What follows belongs to an exercise in optimizing a design on an open flow for small area, a short achievable clock period and few clock cycles per item; a production flow would make more cautious choices.
Where RTL was checked, it was by simulation tests only, not by an equivalence proof against the original.
Power and IR drop assume default switching activity.

==> v15: inputs <==
==> flow/design.v (excerpt) <==
module pfde_seq (
    input  wire        clk,
    input  wire        rst,           
    input  wire        cmd_valid,
    output wire        cmd_ready,
    input  wire [15:0] cmd_count,     
    input  wire        in_valid,
    output reg         in_ready,
    input  wire [7:0]  in_data,
    output reg         out_valid,
    input  wire        out_ready,
    output reg  [31:0] out_id,
    output reg         done,          
    output wire        err,
    output wire [3:0]  err_code,
    output reg  [19:0] consumed
);
==> flow/config.mk <==
export PLATFORM = sky130hd
export DESIGN_NAME = pfde_seq
export DESIGN_NICKNAME = pfde_seq
export VERILOG_FILES = /design/flow/design.v
export SDC_FILE = /design/flow/constraint.sdc
export NUM_CORES = 4
export LEC_CHECK = 0
export CAP_MARGIN = 20
export CORE_MARGIN = 2
export CORE_UTILIZATION = 40
export CTS_BUF_LIST = sky130_fd_sc_hd__clkbuf_8
export SETUP_SLACK_MARGIN = 2.6
export SLEW_MARGIN = 20
==> flow/constraint.sdc <==
create_clock -name core_clock -period 5.5 [get_ports {clk}]
set_input_delay 1.1000 -clock core_clock [delete_from_list [all_inputs] [get_ports {clk}]]
set_output_delay 1.1000 -clock core_clock [all_outputs]
set_load 0.01 [all_outputs]
standard.sh (not shown) runs the stock make flow with config.mk's settings and CLKGATE_MAP_FILE= SYNTH_SCRIPT=/design/flow/synth_recipe.tcl, a recipe that flattens the netlist after the stock synthesis.
==> flow/flow/run.sh <==
#!/bin/bash
# The standard layout (the standard.sh, standard synthesis included), with
# the port buffers that global placement inserts made of the smallest buffer
# cell instead of the default clkdlybuf4s50_1. Every port still gets its own
# buffer; nothing else changes. ORFS's step logs stay under orfs/logs/.
set -euo pipefail
export BUFFER_PORTS_ARGS="-buffer_cell sky130_fd_sc_hd__buf_1"
bash standard.sh > standard.log 2>&1
==> v35 (differences from v15) <==
==> flow/design.v (replaced) <==
module pfde_seq (
    input  wire        clk,
    input  wire        rst,           
    input  wire        cmd_valid,
    output wire        cmd_ready,
    input  wire [15:0] cmd_count,     
    input  wire        in_valid,
    output reg         in_ready,
    input  wire [7:0]  in_data,
    output reg         out_valid,
    input  wire        out_ready,
    output reg  [31:0] out_id,
    output reg         done,          
    output wire        err,
    output wire [3:0]  err_code,
    output reg  [19:0] consumed
);
    localparam [2:0] S_IDLE = 3'd0,
                     S_BV0  = 3'd1,    
                     S_BV1  = 3'd2,    
                     S_BV2  = 3'd3,    
                     S_HDR  = 3'd4,    
                     S_FOR  = 3'd5,    
                     S_CON  = 3'd6,    
                     S_FIN  = 3'd7;    
    reg  [2:0]  state;
    reg  [15:0] rem;        
    reg  [7:0]  bl;         
    reg         lastblk;    
    reg  [5:0]  bw;         
    reg         wide;       
    reg         st2;        
    reg  [31:0] q;          
    reg  [5:0]  bcnt;       
    reg         pv;         
    reg  [15:0] pe;         
    reg         phi;        
    reg         pfin;       
    reg         bv3;        
    reg         ec3, ec2, ec1;    
    assign err_code = {ec3, ec2, ec1, ec3};
    assign err      = ec1;
    function [15:0] rev16(input [15:0] x);
        integer i;
        for (i = 0; i < 16; i = i + 1) rev16[i] = x[15 - i];
    endfunction
    function [7:0] rev8(input [7:0] x);
        integer i;
        for (i = 0; i < 8; i = i + 1) rev8[i] = x[7 - i];
    endfunction
    function [15:0] tmask(input [4:0] k);
        integer i;
        for (i = 0; i < 16; i = i + 1) tmask[i] = (k > i);
    endfunction
    wire out_free = !out_valid || out_ready;
    wire s2_go  = pv && (phi || out_free);
    wire p_free = !pv || s2_go;
    wire [4:0] klo  = wide ? 5'd16 : bw[4:0];             
    wire [4:0] khi  = bw[5] ? 5'd16 : {1'b0, bw[3:0]};    
    wire [4:0] kcur = st2 ? khi : klo;
    wire [15:0] mlo = tmask(klo);
    wire [15:0] mhi = wide ? tmask(khi) : 16'd0;
    wire more1 = (bl[7:1] != 7'd0);                       
    wire more2 = (bl[7:2] != 6'd0) || (bl[1] && bl[0]);   
    wire more3 = (bl[7:2] > 6'd1);                        
    wire rem_big = (rem[15:8] != 8'd0) || (rem[7] && (rem[6:0] != 7'd0));
    wire is_for = (state == S_FOR);
    wire is_con = (state == S_CON);
    wire have_lo = (bcnt >= {1'b0, klo});
    wire have_hi = (bcnt >= {1'b0, khi});
    wire have    = st2 ? have_hi : have_lo;
    wire [6:0] b1 = {1'b0, bw};
    wire [6:0] b2 = {bw, 1'b0};
    wire [6:0] thr   = (wide && more2) ? 7'd127 :
                       ((more1 ? b2 : b1) - (st2 ? 7'd16 : 7'd0));
    wire [6:0] thr_s = (!wide)        ? (more2 ? b2 : b1) :
                       (!st2)         ? (more2 ? 7'd127 : ((more1 ? b2 : b1) - 7'd16)) :
                                        (more3 ? 7'd127 : (more2 ? b2 : b1));
    wire con_full = (bcnt >= bw);
    wire con_full8 = ({1'b0, bcnt} + 7'd8 >= b1);
    wire con_run  = bcnt[5];
    wire con_pad  = is_con && con_full && !con_run;
    wire step   = is_for && have && p_free;
    wire fin    = !wide || st2;                           
    wire cemit  = is_con && con_run && !pv && out_free;
    wire id_end = (step && fin) || cemit;
    assign cmd_ready = (state == S_IDLE);
    wire byte_in = in_valid && in_ready;
    wire [46:0] qx  = {q[30:0], 16'd0};
    wire [30:0] sh4 = bcnt[4] ? qx[46:16] : qx[30:0];
    wire [22:0] sh3 = bcnt[3] ? sh4[30:8] : sh4[22:0];
    wire [18:0] sh2 = bcnt[2] ? sh3[22:4] : sh3[18:0];
    wire [16:0] sh1 = bcnt[1] ? sh2[18:2] : sh2[16:0];
    wire [15:0] sh0 = bcnt[0] ? sh1[16:1] : sh1[15:0];
    wire [15:0] ext = rev16(sh0) & (st2 ? mhi : mlo);
    wire        sel_con = is_con && !pv;
    wire [31:0] addend  = sel_con ? {rev16(q[15:0]), rev16(q[31:16])} :
                          phi     ? {pe, 16'd0} : {16'd0, pe};
    wire        add_ci  = sel_con || !phi;
    wire [31:0] ag0 = out_id & addend;
    wire [31:0] ap0 = out_id ^ addend;
    wire [31:0] ag [0:5];
    wire [31:0] ap [0:5];
    assign ag[0] = {ag0[31:1], ag0[0] | (ap0[0] & add_ci)};
    assign ap[0] = ap0;
    genvar lv, bt;
    generate
        for (lv = 0; lv < 5; lv = lv + 1) begin : g_lv
            for (bt = 0; bt < 32; bt = bt + 1) begin : g_bt
                if (((bt >> lv) & 1) == 1) begin : g_op
                    localparam integer J = ((bt >> lv) << lv) - 1;
                    assign ag[lv+1][bt] = ag[lv][bt] | (ap[lv][bt] & ag[lv][J]);
                    assign ap[lv+1][bt] = ap[lv][bt] & ap[lv][J];
                end else begin : g_pass
                    assign ag[lv+1][bt] = ag[lv][bt];
                    assign ap[lv+1][bt] = ap[lv][bt];
                end
            end
        end
    endgenerate
    wire [31:0] sum = ap0 ^ {ag[5][30:0], add_ci};
    wire [5:0] bc_8   = bcnt + 6'd8;
    wire [5:0] bc_k   = bcnt - {1'b0, kcur};
    wire [5:0] bc_8k  = bc_8 - {1'b0, kcur};
    wire c00 = (bcnt  <= 6'd23) && ({1'b0, bcnt}  < thr);
    wire c10 = (bc_8  <= 6'd23) && ({1'b0, bc_8}  < thr);
    wire c01 = (bc_k  <= 6'd23) && ({1'b0, bc_k}  < thr_s);
    wire c11 = (bc_8k <= 6'd23) && ({1'b0, bc_8k} < thr_s);
    wire ir_for = step ? (byte_in ? c11 : c01) : (byte_in ? c10 : c00);
    wire [7:0] cmask = (con_full8 && (bw[2:0] != 3'd0)) ? ~(8'hFF << bw[2:0]) : 8'hFF;
    wire [7:0] qin   = is_con ? (in_data & cmask) : in_data;
    wire [5:0] hdr_b    = in_data[5:0];
    wire [1:0] hdr_type = in_data[7:6];
    always @(posedge clk) begin
        if (rst) begin
            state     <= S_IDLE;
            in_ready  <= 1'b0;
            out_valid <= 1'b0;
            pv        <= 1'b0;
            done      <= 1'b0;
        end else begin
            done <= 1'b0;
            if (out_valid && out_ready)
                out_valid <= 1'b0;
            if (byte_in)
                consumed <= consumed + 20'd1;
            if (s2_go || cemit) begin
                out_id <= sum;
                if (s2_go ? pfin : 1'b1)
                    out_valid <= 1'b1;
            end
            if (step) begin
                pv   <= 1'b1;
                pe   <= ext;
                phi  <= st2;
                pfin <= fin;
            end else if (s2_go)
                pv <= 1'b0;
            case (state)
            S_IDLE: begin
                in_ready <= cmd_valid && (cmd_count != 16'd0);
                if (cmd_valid) begin
                    consumed <= 20'd0;
                    ec3 <= 1'b0;
                    ec2 <= 1'b0;
                    ec1 <= 1'b0;
                    rem <= cmd_count - 16'd1;
                    state <= (cmd_count == 16'd0) ? S_FIN : S_BV0;
                end
            end
            S_BV0: begin
                if (byte_in) begin
                    bv3 <= in_data[6];
                    if (in_data[7:5] == 3'b111) begin
                        ec1      <= 1'b1;     
                        in_ready <= 1'b0;
                        state    <= S_FIN;
                    end else if (!in_data[7]) begin
                        out_id    <= {25'd0, in_data[6:0]};
                        out_valid <= 1'b1;
                        in_ready  <= (rem != 16'd0);
                        state     <= (rem == 16'd0) ? S_FIN : S_HDR;
                    end else if (!in_data[6]) begin
                        out_id <= {18'd0, in_data[5:0], 8'd0};
                        state  <= S_BV1;
                    end else begin
                        out_id <= {11'd0, in_data[4:0], 16'd0};
                        state  <= S_BV1;
                    end
                end
            end
            S_BV1: begin
                if (byte_in) begin
                    out_id[7:0] <= in_data;
                    if (!bv3) begin
                        out_valid <= 1'b1;
                        in_ready  <= (rem != 16'd0);
                        state     <= (rem == 16'd0) ? S_FIN : S_HDR;
                    end else
                        state <= S_BV2;
                end
            end
            S_BV2: begin
                if (byte_in) begin
                    out_id[15:8] <= in_data;
                    out_valid    <= 1'b1;
                    in_ready     <= (rem != 16'd0);
                    state        <= (rem == 16'd0) ? S_FIN : S_HDR;
                end
            end
            S_HDR: begin
                if (byte_in) begin
                    bw   <= hdr_b;
                    wide <= (hdr_b > 6'd16);
                    st2  <= 1'b0;
                    bcnt <= 6'd0;
                    lastblk <= !rem_big;
                    if (rem_big) begin
                        bl  <= 8'd128;
                        rem <= {rem[15:7] - 9'd1, rem[6:0]};
                    end else
                        bl  <= rem[7:0];
                    in_ready <= (hdr_type == 2'd0 || hdr_type == 2'd3) &&
                                (hdr_b <= 6'd32) && (hdr_b != 6'd0);
                    if (hdr_b > 6'd32) begin
                        ec2   <= 1'b1;     
                        ec1   <= 1'b1;
                        state <= S_FIN;
                    end else if (hdr_type == 2'd3 && hdr_b != 6'd0)
                        state <= S_CON;
                    else if (hdr_type == 2'd0 || hdr_type == 2'd3)
                        state <= S_FOR;      
                    else begin
                        ec3   <= 1'b1;     
                        ec1   <= 1'b1;
                        state <= S_FIN;
                    end
                end
            end
            S_FOR, S_CON: begin
                if (byte_in || con_pad)
                    q <= {q[23:0], byte_in ? rev8(qin) : 8'd0};
                bcnt <= step ? (byte_in ? bc_8k : bc_k) :
                        ((byte_in || con_pad) ? bc_8 : bcnt);
                if (step && wide)
                    st2 <= !st2;
                in_ready <= is_for ? ir_for : (byte_in ? !con_full8 : !con_full);
                if (id_end) begin
                    bl <= bl - 8'd1;
                    if (!more1) begin
                        in_ready <= !lastblk;
                        state    <= lastblk ? S_FIN : S_HDR;
                    end
                end
            end
            default: begin  
                in_ready <= 1'b0;
                if (!pv && out_free) begin
                    done  <= 1'b1;
                    state <= S_IDLE;
                end
            end
            endcase
        end
    end
endmodule
==> flow/run.sh (new file) <==
#!/bin/bash
# synth_recipe.tcl (not shown) runs the flow's synth.tcl, then flattens the netlist and writes it again
# the make line also repeats each setting of config.mk as NAME=value (left out here)
make -C /OpenROAD-flow-scripts/flow DESIGN_CONFIG=/design/flow/config.mk WORK_HOME=/design/flow/orfs CLKGATE_MAP_FILE= SYNTH_SCRIPT=/design/flow/synth_recipe.tcl finish
==> flow/config.mk (replaced) <==
export PLATFORM = sky130hd
export DESIGN_NAME = pfde_seq
export DESIGN_NICKNAME = pfde_seq
export VERILOG_FILES = /design/flow/design.v
export SDC_FILE = /design/flow/constraint.sdc
export NUM_CORES = 4
export LEC_CHECK = 0
export CAP_MARGIN = 20
export CORE_MARGIN = 2
export CORE_UTILIZATION = 60
export SETUP_SLACK_MARGIN = 2.5
export SLEW_MARGIN = 20
removed: flow/flow/run.sh
removed: flow/standard.sh
==> v24 (differences from v15) <==
--- a/flow/design.v
+++ b/flow/design.v
@@ -57,29 +57,27 @@
     endfunction
     wire out_free = !out_valid || out_ready;
     wire s2_go  = pv && (phi || out_free);
     wire p_free = !pv || s2_go;
     wire [4:0] klo  = wide ? 5'd16 : bw[4:0];             
     wire [4:0] khi  = bw[5] ? 5'd16 : {1'b0, bw[3:0]};    
-    reg  [4:0] kcur, kcur_s;
+    wire [4:0] kcur = st2 ? khi : klo;
     wire [15:0] mlo = tmask(klo);
     wire [15:0] mhi = wide ? tmask(khi) : 16'd0;
-    reg  more1, more2, more3;
-    wire bl_ge5 = (bl[7:3] != 5'd0) || (bl[2] && (bl[1] || bl[0]));
-    wire [7:0] rem8 = rem[7:0];
+    wire more1 = (bl[7:1] != 7'd0);                       
+    wire more2 = (bl[7:2] != 6'd0) || (bl[1] && bl[0]);   
+    wire more3 = (bl[7:2] > 6'd1);                        
     wire rem_big = (rem[15:8] != 8'd0) || (rem[7] && (rem[6:0] != 7'd0));
     wire is_for = (state == S_FOR);
     wire is_con = (state == S_CON);
     wire [6:0] b1 = {1'b0, bw};
     wire [6:0] b2 = {bw, 1'b0};
-    wire [6:0] b1m = b1 - 7'd16;
-    wire [6:0] b2m = b2 - 7'd16;
     wire [6:0] thr   = (wide && more2) ? 7'd127 :
-                       more1 ? (st2 ? b2m : b2) : (st2 ? b1m : b1);
+                       ((more1 ? b2 : b1) - (st2 ? 7'd16 : 7'd0));
     wire [6:0] thr_s = (!wide)        ? (more2 ? b2 : b1) :
-                       (!st2)         ? (more2 ? 7'd127 : (more1 ? b2m : b1m)) :
+                       (!st2)         ? (more2 ? 7'd127 : ((more1 ? b2 : b1) - 7'd16)) :
                                         (more3 ? 7'd127 : (more2 ? b2 : b1));
     wire con_full = (bcnt >= bw);
     wire con_full8 = ({1'b0, bcnt} + 7'd8 >= b1);
     wire con_run  = bcnt[5];
     wire con_pad  = is_con && !in_ready && !con_run;   
     wire step   = is_for && have && p_free;
@@ -127,12 +125,13 @@
     wire [5:0] bcnt_s  = byte_in ? bc_8k : bc_k;
     wire [5:0] bcnt_n  = step ? bcnt_s : bcnt_ns;
     wire ir_ns = (bcnt_ns <= 6'd23) && ({1'b0, bcnt_ns} < thr);
     wire ir_s  = (bcnt_s  <= 6'd23) && ({1'b0, bcnt_s}  < thr_s);
     wire ir_for = step ? ir_s : ir_ns;
     wire st2_n  = (step && wide) ? !st2 : st2;
+    wire [4:0] kcur_s = (wide && !st2) ? khi : klo;
     wire have_ns = (bcnt_ns >= {1'b0, kcur});
     wire have_s  = (bcnt_s  >= {1'b0, kcur_s});
     wire have_n  = step ? have_s : have_ns;
     wire [7:0] cmask = (con_full8 && (bw[2:0] != 3'd0)) ? ~(8'hFF << bw[2:0]) : 8'hFF;
     wire [7:0] qin   = is_con ? (in_data & cmask) : in_data;
     wire [5:0] hdr_b    = in_data[5:0];
@@ -223,30 +222,20 @@
             end
             S_HDR: begin
                 if (byte_in) begin
                     bw   <= hdr_b;
                     have <= (hdr_b == 6'd0);
                     wide <= (hdr_b > 6'd16);
-                    kcur <= (hdr_b > 6'd16) ? 5'd16 : hdr_b[4:0];
-                    kcur_s <= (hdr_b > 6'd16) ? (hdr_b[5] ? 5'd16 : {1'b0, hdr_b[3:0]}) :
-                                                hdr_b[4:0];
                     st2  <= 1'b0;
                     bcnt <= 6'd0;
                     lastblk <= !rem_big;
                     if (rem_big) begin
                         bl  <= 8'd128;
                         rem <= {rem[15:7] - 9'd1, rem[6:0]};
-                        more1 <= 1'b1;
-                        more2 <= 1'b1;
-                        more3 <= 1'b1;
-                    end else begin
-                        bl  <= rem8;
-                        more1 <= (rem8[7:1] != 7'd0);
-                        more2 <= (rem8[7:2] != 6'd0) || (rem8[1] && rem8[0]);
-                        more3 <= (rem8[7:2] != 6'd0);
-                    end
+                    end else
+                        bl  <= rem[7:0];
                     in_ready <= (hdr_type == 2'd0 || hdr_type == 2'd3) &&
                                 (hdr_b <= 6'd32) && (hdr_b != 6'd0);
                     if (hdr_b > 6'd32) begin
                         ec2   <= 1'b1;     
                         ec1   <= 1'b1;
                         state <= S_FIN;
@@ -263,23 +252,16 @@
             end
             S_FOR, S_CON: begin
                 if (byte_in || con_pad)
                     q <= {q[23:0], byte_in ? rev8(qin) : 8'd0};
                 bcnt <= bcnt_n;
                 st2  <= st2_n;
-                if (step && wide) begin
-                    kcur   <= kcur_s;
-                    kcur_s <= kcur;
-                end
                 have <= have_n;
                 in_ready <= is_for ? ir_for : (byte_in ? !con_full8 : !con_full);
                 if (id_end) begin
                     bl <= bl - 8'd1;
-                    more1 <= more2;
-                    more2 <= more3;
-                    more3 <= bl_ge5;
                     if (!more1) begin
                         in_ready <= !lastblk;
                         state    <= lastblk ? S_FIN : S_HDR;
                     end
                 end
             end
--- a/flow/config.mk
+++ b/flow/config.mk
@@ -6,8 +6,8 @@
 export NUM_CORES = 4
 export LEC_CHECK = 0
 export CAP_MARGIN = 20
 export CORE_MARGIN = 2
 export CORE_UTILIZATION = 40
 export CTS_BUF_LIST = sky130_fd_sc_hd__clkbuf_8
-export SETUP_SLACK_MARGIN = 2.6
+export SETUP_SLACK_MARGIN = 2.0
 export SLEW_MARGIN = 20
==> run notes <==
- v15 produced a clean layout. v24 finished with timing, DRC and antenna clean. v35 finished clean.
- Sequential cell count: v35 is lower than v15 (32).
- In v35 the synthesized cell count is higher than in v24, by 6.8%.
- Of v15 and v35, v35 has the higher combinational power (gap about 16%, measured against v35).
- Between v35 and v24, the lower global-route usage is in v24 (gap 14 points).
- Power, highest first: v35, v15, v24.
- Against v15, the count of clock-buffer cells in the layout of v35 is higher by 1.
- Die area: v35 < v24 < v15.
- Non-clock buffer count: v35 is higher than v15 (38).
- Of v35 and v15, v15 has the higher area after synthesis (gap about 7.5%, measured against v15).
- Clock power: v15 < v24 < v35.
Testbench counts of v24, summed over its fixed seeds: cycles 120,404, items 81,405.
The RTL of v15 and v35 was laid out without a check of its function.

-- afterwards: timing with drivers on the ports --
Ports are ideal in the flow. The routed layouts listed here were re-timed in OpenROAD. Step 1, drivers: a clkbuf_16 drives clk and a buf_2 each remaining input, both assumed. Step 2 times the ports against the registers' clock, not the clock port: input delays grow and output delays shrink by t, the midpoint of the rising clock arrivals with the driver on. a / b / c = ideal / step 1 / step 2; a / b = the first two.
run | t, ns | setup slack, ns | worst hold slack (ns) | clock arrival spread, ns
v15 | 0.536 | 2.458 / 2.449 / 1.912 | 0.504 / 0.504 / 0.504 | 0.021 / 0.021
v35 | 0.485 | 1.836 / 1.836 / 1.665 | 0.514 / 0.514 / 0.514 | 0.015 / 0.015
v24 | 0.518 | 2.164 / 2.164 / 1.703 | 0.522 / 0.522 / 0.522 | 0.017 / 0.017
After both steps setup and hold are still met in every run listed. For v15, which loses most, drivers alone change the setup slack by -0.009 ns; drivers and shift together by -0.546 ns.
